From an optimization exercise on the open Yosys and OpenROAD flow, aimed at small area, a short achievable clock period and few clock cycles per item; shortcuts taken in it are not production practice. The RTL was checked by simulation tests, not by an equivalence proof against the original design.

==> job 315: inputs <==
==> flow/design.v (excerpt) <==
module yuv2rgb (
    input  wire       clk,
    input  wire       rst,
    input  wire       in_valid,
    output wire       in_ready,
    input  wire [7:0] in_y,
    input  wire [7:0] in_u,
    input  wire [7:0] in_v,
    output wire       out_valid,
    input  wire       out_ready,
    output wire [7:0] out_r,
    output wire [7:0] out_g,
    output wire [7:0] out_b,
    output wire [7:0] out_luma
);
clock: 16.0 ns
lec_check: 0
cap_margin: 20
core_margin: 2
core_utilization: 40
slew_margin: 20
synth_hierarchical: 1
synth_minimum_keep_size: 0
tns_end_percent: 10
standard.sh (not shown) runs the stock make flow with config.mk's settings and CLKGATE_MAP_FILE= SYNTH_SCRIPT=/design/flow/synth_recipe.tcl, a recipe that flattens the netlist after the stock synthesis.
==> flow/flow/run.sh <==
#!/bin/bash
# Standard ORFS layout (the standard.sh) with two changes in how it is made:
#  - the port buffers buffer_ports inserts are sky130_fd_sc_hd__buf_1 cells
#    (every input and output port still gets its own buffer);
#  - timing repair is asked to leave 11.0 ns of setup slack at the design's
#    16 ns clock, so the resizer works on the critical paths.
# Clock period, I/O constraints and all other steps are the standard ones.
set -euo pipefail
export BUFFER_PORTS_ARGS="-buffer_cell sky130_fd_sc_hd__buf_1"
bash standard.sh SETUP_SLACK_MARGIN=11.9 finish > standard_flow.log 2>&1
==> job 8292 (differences from job 315) <==
--- a/flow/flow/run.sh
+++ b/flow/flow/run.sh
@@ -9,2 +9,2 @@
 export BUFFER_PORTS_ARGS="-buffer_cell sky130_fd_sc_hd__buf_1"
-bash standard.sh SETUP_SLACK_MARGIN=11.9 finish > standard_flow.log 2>&1
+bash standard.sh SETUP_SLACK_MARGIN=11.6 finish > standard_flow.log 2>&1
==> qor summary <==
Buffers outside the clock class: job 315 165; job 8292 153
Required time of the critical path: job 315 16.11 ns; job 8292 16.05 ns
Run status: job 315 complete, no violations; job 8292 complete, no violations
Met2 Wirelength: job 315 13900 um; job 8292 13500 um
Post-route cell area: job 315 14700 um^2; job 8292 14400 um^2
Layout-stage area growth over the synthesis result: job 315 17.7%; job 8292 14.8%
Worst path setup slack after routing: job 315 11.73 ns; job 8292 11.64 ns
Final-layout non-clock buffer area share: job 315 7.01%; job 8292 6.43%
Final cell utilization of the core: job 315 48.0%; job 8292 46.8%
Layout clock area frac: job 315 2.10%; job 8292 2.15%
Inverters: job 315 161; job 8292 160
Vias in the first global route: job 315 8488; job 8292 8320
Hold_ws: job 315 0.466 ns; job 8292 0.467 ns
Setup Fix Bufs, Post-CTS: job 315 78; job 8292 45
Clock Skews: job 315 0.0178 ns; job 8292 0.0147 ns
Drt initial violations: job 315 381; job 8292 451
Via-to-Cell Ratio: job 315 4.91; job 8292 4.91
Detailed-routing wirelength on met1: job 315 12000 um; job 8292 11900 um
Multi-input combinational area share: job 315 62.6%; job 8292 62.6%
Testbench counts of job 315, summed over its fixed seeds: cycles 16,024, items 16,000.
Testbench counts of job 8292, summed over its fixed seeds: cycles 16,024, items 16,000.


==> trial 34 <==
Another version of the RTL of yuv2rgb (not shown whole).
export LEC_CHECK = 0
export CAP_MARGIN = 20
export CORE_MARGIN = 2
export CORE_UTILIZATION = 40
export SLEW_MARGIN = 20
export SYNTH_HIERARCHICAL = 1
export SYNTH_MINIMUM_KEEP_SIZE = 0
export TNS_END_PERCENT = 10
create_clock -name core_clock -period 16.0 [get_ports {clk}]
==> flow/flow/run.sh <==
#!/bin/bash
# Standard ORFS layout (the standard.sh) with two changes in how it is made:
#  - the port buffers buffer_ports inserts are sky130_fd_sc_hd__buf_1 cells
#    (every input and output port still gets its own buffer);
#  - timing repair is asked to leave 11.0 ns of setup slack at the design's
#    16 ns clock, so the resizer works on the critical paths.
# Clock period, I/O constraints and all other steps are the standard ones.
set -euo pipefail
export BUFFER_PORTS_ARGS="-buffer_cell sky130_fd_sc_hd__buf_1"
bash standard.sh SETUP_SLACK_MARGIN=11.95 finish > standard_flow.log 2>&1
==> trial 43: changes against trial 34 <==
--- a/flow/flow/run.sh
+++ b/flow/flow/run.sh
@@ -8,3 +8,3 @@
 set -euo pipefail
 export BUFFER_PORTS_ARGS="-buffer_cell sky130_fd_sc_hd__buf_1"
-bash standard.sh SETUP_SLACK_MARGIN=11.95 finish > standard_flow.log 2>&1
+bash standard.sh SETUP_SLACK_MARGIN=11.8 finish > standard_flow.log 2>&1
==> comparison table <==
Run status: trial 43 no timing/DRC/antenna violations; trial 34 no timing/DRC/antenna violations
Non-filler cells, final: trial 43 1566; trial 34 1576
Synthesis-to-finish area growth: trial 43 16.8%; trial 34 18.6%
Via count of the first global-routing pass: trial 43 8601; trial 34 8459
Signal buffers share of area: trial 43 0.0711; trial 34 0.0759
Violation count after the first detailed-route iteration: trial 43 623; trial 34 487
Via count of the routed design: trial 43 7794; trial 34 7808
Count of cells resized by post-cts repair: trial 43 62; trial 34 63
Critical register-to-register path startpoint: trial 43 s1_u[6]$_DFFE_PP_; trial 34 s1_u[5]$_DFFE_PP_
Overall routing resource usage: trial 43 0.195; trial 34 0.188
Met3 wire length: trial 43 1810 um; trial 34 1480 um
Detail-routed via count per cell: trial 43 4.98; trial 34 4.95
Share of the clock period used by the worst path after layout: trial 43 0.281; trial 34 0.284
Cell at the slowest stage of the critical path: trial 43 edfxtp_1; trial 34 fa_2
Cells on worst reg2reg path: trial 43 13; trial 34 15
Buffer count from post-CTS setup fixing: trial 43 90; trial 34 83
Area fraction of clock buffers and clock inverters: trial 43 0.0203; trial 34 0.0213
Headroom to the max-slew limit: trial 43 0.477; trial 34 0.500
Testbench counts of trial 34, summed over its fixed seeds: cycles 16,024, items 16,000.
Testbench counts of trial 43, summed over its fixed seeds: cycles 16,024, items 16,000.


==> onyx: inputs <==
==> flow/design.v <==
module yuv2rgb (
    input  wire       clk,
    input  wire       rst,         
    input  wire       in_valid,
    output wire       in_ready,
    input  wire [7:0] in_y,
    input  wire [7:0] in_u,
    input  wire [7:0] in_v,
    output wire       out_valid,
    input  wire       out_ready,
    output wire [7:0] out_r,
    output wire [7:0] out_g,
    output wire [7:0] out_b,
    output wire [7:0] out_luma
);
    wire advance = out_ready | ~out_valid;
    assign in_ready = advance;
    reg        s1_valid;
    reg  [7:0] s1_y, s1_u, s1_v;
    always @(posedge clk) begin
        if (rst) begin
            s1_valid <= 1'b0;
        end else if (advance) begin
            s1_valid <= in_valid;
            s1_y     <= in_y;
            s1_u     <= in_u;
            s1_v     <= in_v;
        end
    end
    wire signed [9:0]  du = $signed({2'b00, s1_u}) - 10'sd128;
    wire signed [9:0]  dv = $signed({2'b00, s1_v}) - 10'sd128;
    wire signed [9:0]  yv = $signed({2'b00, s1_y});
    wire signed [31:0] num_r = 32'sd1000 * yv + 32'sd1402 * dv;
    wire signed [31:0] num_g = 32'sd1000000 * yv - 32'sd344136 * du - 32'sd714136 * dv;
    wire signed [31:0] num_b = 32'sd1000 * yv + 32'sd1772 * du;
    reg               s2_valid;
    reg signed [31:0] s2_nr, s2_ng, s2_nb;
    always @(posedge clk) begin
        if (rst) begin
            s2_valid <= 1'b0;
        end else if (advance) begin
            s2_valid <= s1_valid;
            s2_nr    <= num_r;
            s2_ng    <= num_g;
            s2_nb    <= num_b;
        end
    end
    function [7:0] round_clamp;
        input signed [31:0] n;
        input        [31:0] d;
        reg   signed [32:0] t;
        reg          [32:0] q;
        begin
            t = 2 * n + $signed({1'b0, d});
            if (t < 0) begin
                round_clamp = 8'd0;
            end else begin
                q = $unsigned(t) / (2 * d);
                round_clamp = (q > 255) ? 8'd255 : q[7:0];
            end
        end
    endfunction
    reg       s3_valid;
    reg [7:0] s3_r, s3_g, s3_b;
    always @(posedge clk) begin
        if (rst) begin
            s3_valid <= 1'b0;
        end else if (advance) begin
            s3_valid <= s2_valid;
            s3_r     <= round_clamp(s2_nr, 32'd1000);
            s3_g     <= round_clamp(s2_ng, 32'd1000000);
            s3_b     <= round_clamp(s2_nb, 32'd1000);
        end
    end
    wire [17:0] num_l = 18'd299 * s3_r + 18'd587 * s3_g + 18'd114 * s3_b;
    wire [18:0] luma  = ({num_l, 1'b0} + 19'd1000) / 19'd2000;
    reg       s4_valid;
    reg [7:0] s4_r, s4_g, s4_b, s4_l;
    always @(posedge clk) begin
        if (rst) begin
            s4_valid <= 1'b0;
        end else if (advance) begin
            s4_valid <= s3_valid;
            s4_r     <= s3_r;
            s4_g     <= s3_g;
            s4_b     <= s3_b;
            s4_l     <= luma[7:0];
        end
    end
    assign out_valid = s4_valid;
    assign out_r     = s4_r;
    assign out_g     = s4_g;
    assign out_b     = s4_b;
    assign out_luma  = s4_l;
endmodule
==> flow/run.sh <==
#!/bin/bash
# synth_recipe.tcl (not shown) runs the flow's synth.tcl, then flattens the netlist and writes it again
# the make line also repeats each setting of config.mk as NAME=value (left out here)
make -C /OpenROAD-flow-scripts/flow DESIGN_CONFIG=/design/flow/config.mk WORK_HOME=/design/flow/orfs CLKGATE_MAP_FILE= SYNTH_SCRIPT=/design/flow/synth_recipe.tcl finish
==> flow/config.mk <==
export PLATFORM = sky130hd
export DESIGN_NAME = yuv2rgb
export DESIGN_NICKNAME = yuv2rgb
export VERILOG_FILES = /design/flow/design.v
export SDC_FILE = /design/flow/constraint.sdc
export NUM_CORES = 4
export LEC_CHECK = 0
export CAP_MARGIN = 20
export CORE_MARGIN = 2
export CORE_UTILIZATION = 40
export SLEW_MARGIN = 20
==> flow/constraint.sdc <==
create_clock -name core_clock -period 16.0 [get_ports {clk}]
set_input_delay 3.2000 -clock core_clock [delete_from_list [all_inputs] [get_ports {clk}]]
set_output_delay 3.2000 -clock core_clock [all_outputs]
set_load 0.01 [all_outputs]
==> inputs of fjord, as changes to onyx <==
==> flow/design.v (replaced) <==
module yuv2rgb (
    input  wire       clk,
    input  wire       rst,
    input  wire       in_valid,
    output wire       in_ready,
    input  wire [7:0] in_y,
    input  wire [7:0] in_u,
    input  wire [7:0] in_v,
    output wire       out_valid,
    input  wire       out_ready,
    output wire [7:0] out_r,
    output wire [7:0] out_g,
    output wire [7:0] out_b,
    output wire [7:0] out_luma
);
    wire adv = out_ready | ~out_valid;
    reg       sk_v;
    reg [7:0] sk_y, sk_u, sk_v8;
    assign in_ready = ~sk_v;
    always @(posedge clk) begin
        if (rst)
            sk_v <= 1'b0;
        else if (adv)
            sk_v <= 1'b0;
        else if (in_valid)
            sk_v <= 1'b1;
        if (!sk_v) begin
            sk_y  <= in_y;
            sk_u  <= in_u;
            sk_v8 <= in_v;
        end
    end
    reg       s1_v;
    reg [7:0] s1_y, s1_u, s1_vv;
    always @(posedge clk) begin
        if (rst)
            s1_v <= 1'b0;
        else if (adv)
            s1_v <= sk_v | in_valid;
        if (adv) begin
            s1_y  <= sk_v ? sk_y  : in_y;
            s1_u  <= sk_v ? sk_u  : in_u;
            s1_vv <= sk_v ? sk_v8 : in_v;
        end
    end
    localparam signed [31:0] CR = -733056;
    localparam signed [31:0] CG = 285126312;
    localparam signed [31:0] CB = -463478;
    wire signed [31:0] nr = $signed({11'b0, s1_y, 12'b0}) + $signed(5743 * {1'b0, s1_vv}) + CR;
    wire signed [31:0] ng = $signed({2'b0, s1_y, 21'b0}) - 721705 * $signed({1'b0, s1_u}) - 1497652 * $signed({1'b0, s1_vv}) + CG;
    wire signed [31:0] nb = $signed({12'b0, s1_y, 11'b0}) + $signed(3629 * {1'b0, s1_u}) + CB;
    function [7:0] clampq;
        input signed [31:0] q;
        begin
            clampq = (q < 0) ? 8'd0 : (q > 255) ? 8'd255 : q[7:0];
        end
    endfunction
    reg       s2_v;
    reg [7:0] s2_r, s2_g, s2_b;
    always @(posedge clk) begin
        if (rst)
            s2_v <= 1'b0;
        else if (adv)
            s2_v <= s1_v;
        if (adv) begin
            s2_r <= clampq(nr >>> 12);
            s2_g <= clampq(ng >>> 21);
            s2_b <= clampq(nb >>> 11);
        end
    end
    wire [27:0] nl = 28'd78381 * s2_r + 28'd153878 * s2_g + 28'd29884 * s2_b + 28'd131330;
    reg       s3_v;
    reg [7:0] s3_r, s3_g, s3_b, s3_l;
    always @(posedge clk) begin
        if (rst)
            s3_v <= 1'b0;
        else if (adv)
            s3_v <= s2_v;
        if (adv) begin
            s3_r <= s2_r;
            s3_g <= s2_g;
            s3_b <= s2_b;
            s3_l <= nl[25:18];
        end
    end
    assign out_valid = s3_v;
    assign out_r = s3_r;
    assign out_g = s3_g;
    assign out_b = s3_b;
    assign out_luma = s3_l;
endmodule
==> impl.org <==
** Run status
- The run finished with no timing, DRC or antenna violations.

** Min path
- The worst hold path begins at s2_v.

** Place
- Prior to clock tree synthesis, the placed netlist has a worst setup slack of 7550 ps.

** Route
- WL per Instance :: 15.7 um

** Worst setup path
- Following the worst setup path forward leads to its endpoint at s3_l[7].

** Timing
- The clock arrives with 14.5 ps of skew.

** Floorplanning
- From left edge to right edge, the die measures 236 um.
the above is filed under fjord

==> impl.org <==
** Min path
- Worst min-delay path startpoint :: s1_valid

** Route
- WL per Instance :: 16.7 um

** Worst setup path
- On the worst path, the slowest cell contributes a delay of 570 ps.
- Worst Setup EP :: s4_l[0]

** Run status
- The run finished with no timing, DRC or antenna violations.

** Place
- At the placement stage, the worst setup path has a slack of -23.0 ps.

** Timing
- Fin Clk Skew :: 15.6 ps
the above is filed under onyx

Testbench counts of onyx, summed over its fixed seeds: cycles 16,032, items 16,000.
Testbench counts of fjord, summed over its fixed seeds: cycles 16,024, items 16,000.

[afterwards: timing with drivers on the ports]
Ports are ideal in the flow. The routed layouts listed here were re-timed in OpenROAD. Step 1 assumes that a clkbuf_16 drives the clock port and a buf_2 every other input. Step 2 times the ports against the registers' clock, not the clock port: input delays grow and output delays shrink by t, the midpoint of the rising clock arrivals with the driver on. Three values: ideal, step 1, step 2; two values: the first two.
run | t, ns | slack for setup (ns) | worst setup path after step 2 | slew at the worst register clock pin (ns)
job 315 | 0.401 | 11.726 / 11.726 / 11.425 | input to register | 0.08 / 0.08
job 8292 | 0.399 | 11.642 / 11.664 / 11.265 | input to register | 0.08 / 0.08
trial 34 | 0.405 | 11.451 / 11.451 / 11.276 | input to register | 0.09 / 0.09
trial 43 | 0.418 | 11.511 / 11.511 / 11.511 | register to register | 0.11 / 0.11
onyx | 0.557 | 0.937 / 0.937 / 0.937 | register to register | 0.08 / 0.08
fjord | 0.449 | 7.617 / 7.617 / 7.617 | register to register | 0.10 / 0.10
After both steps every run listed still meets setup and hold. The setup slack of job 8292, which loses most, moves by +0.022 ns with the drivers and by -0.377 ns with both steps.
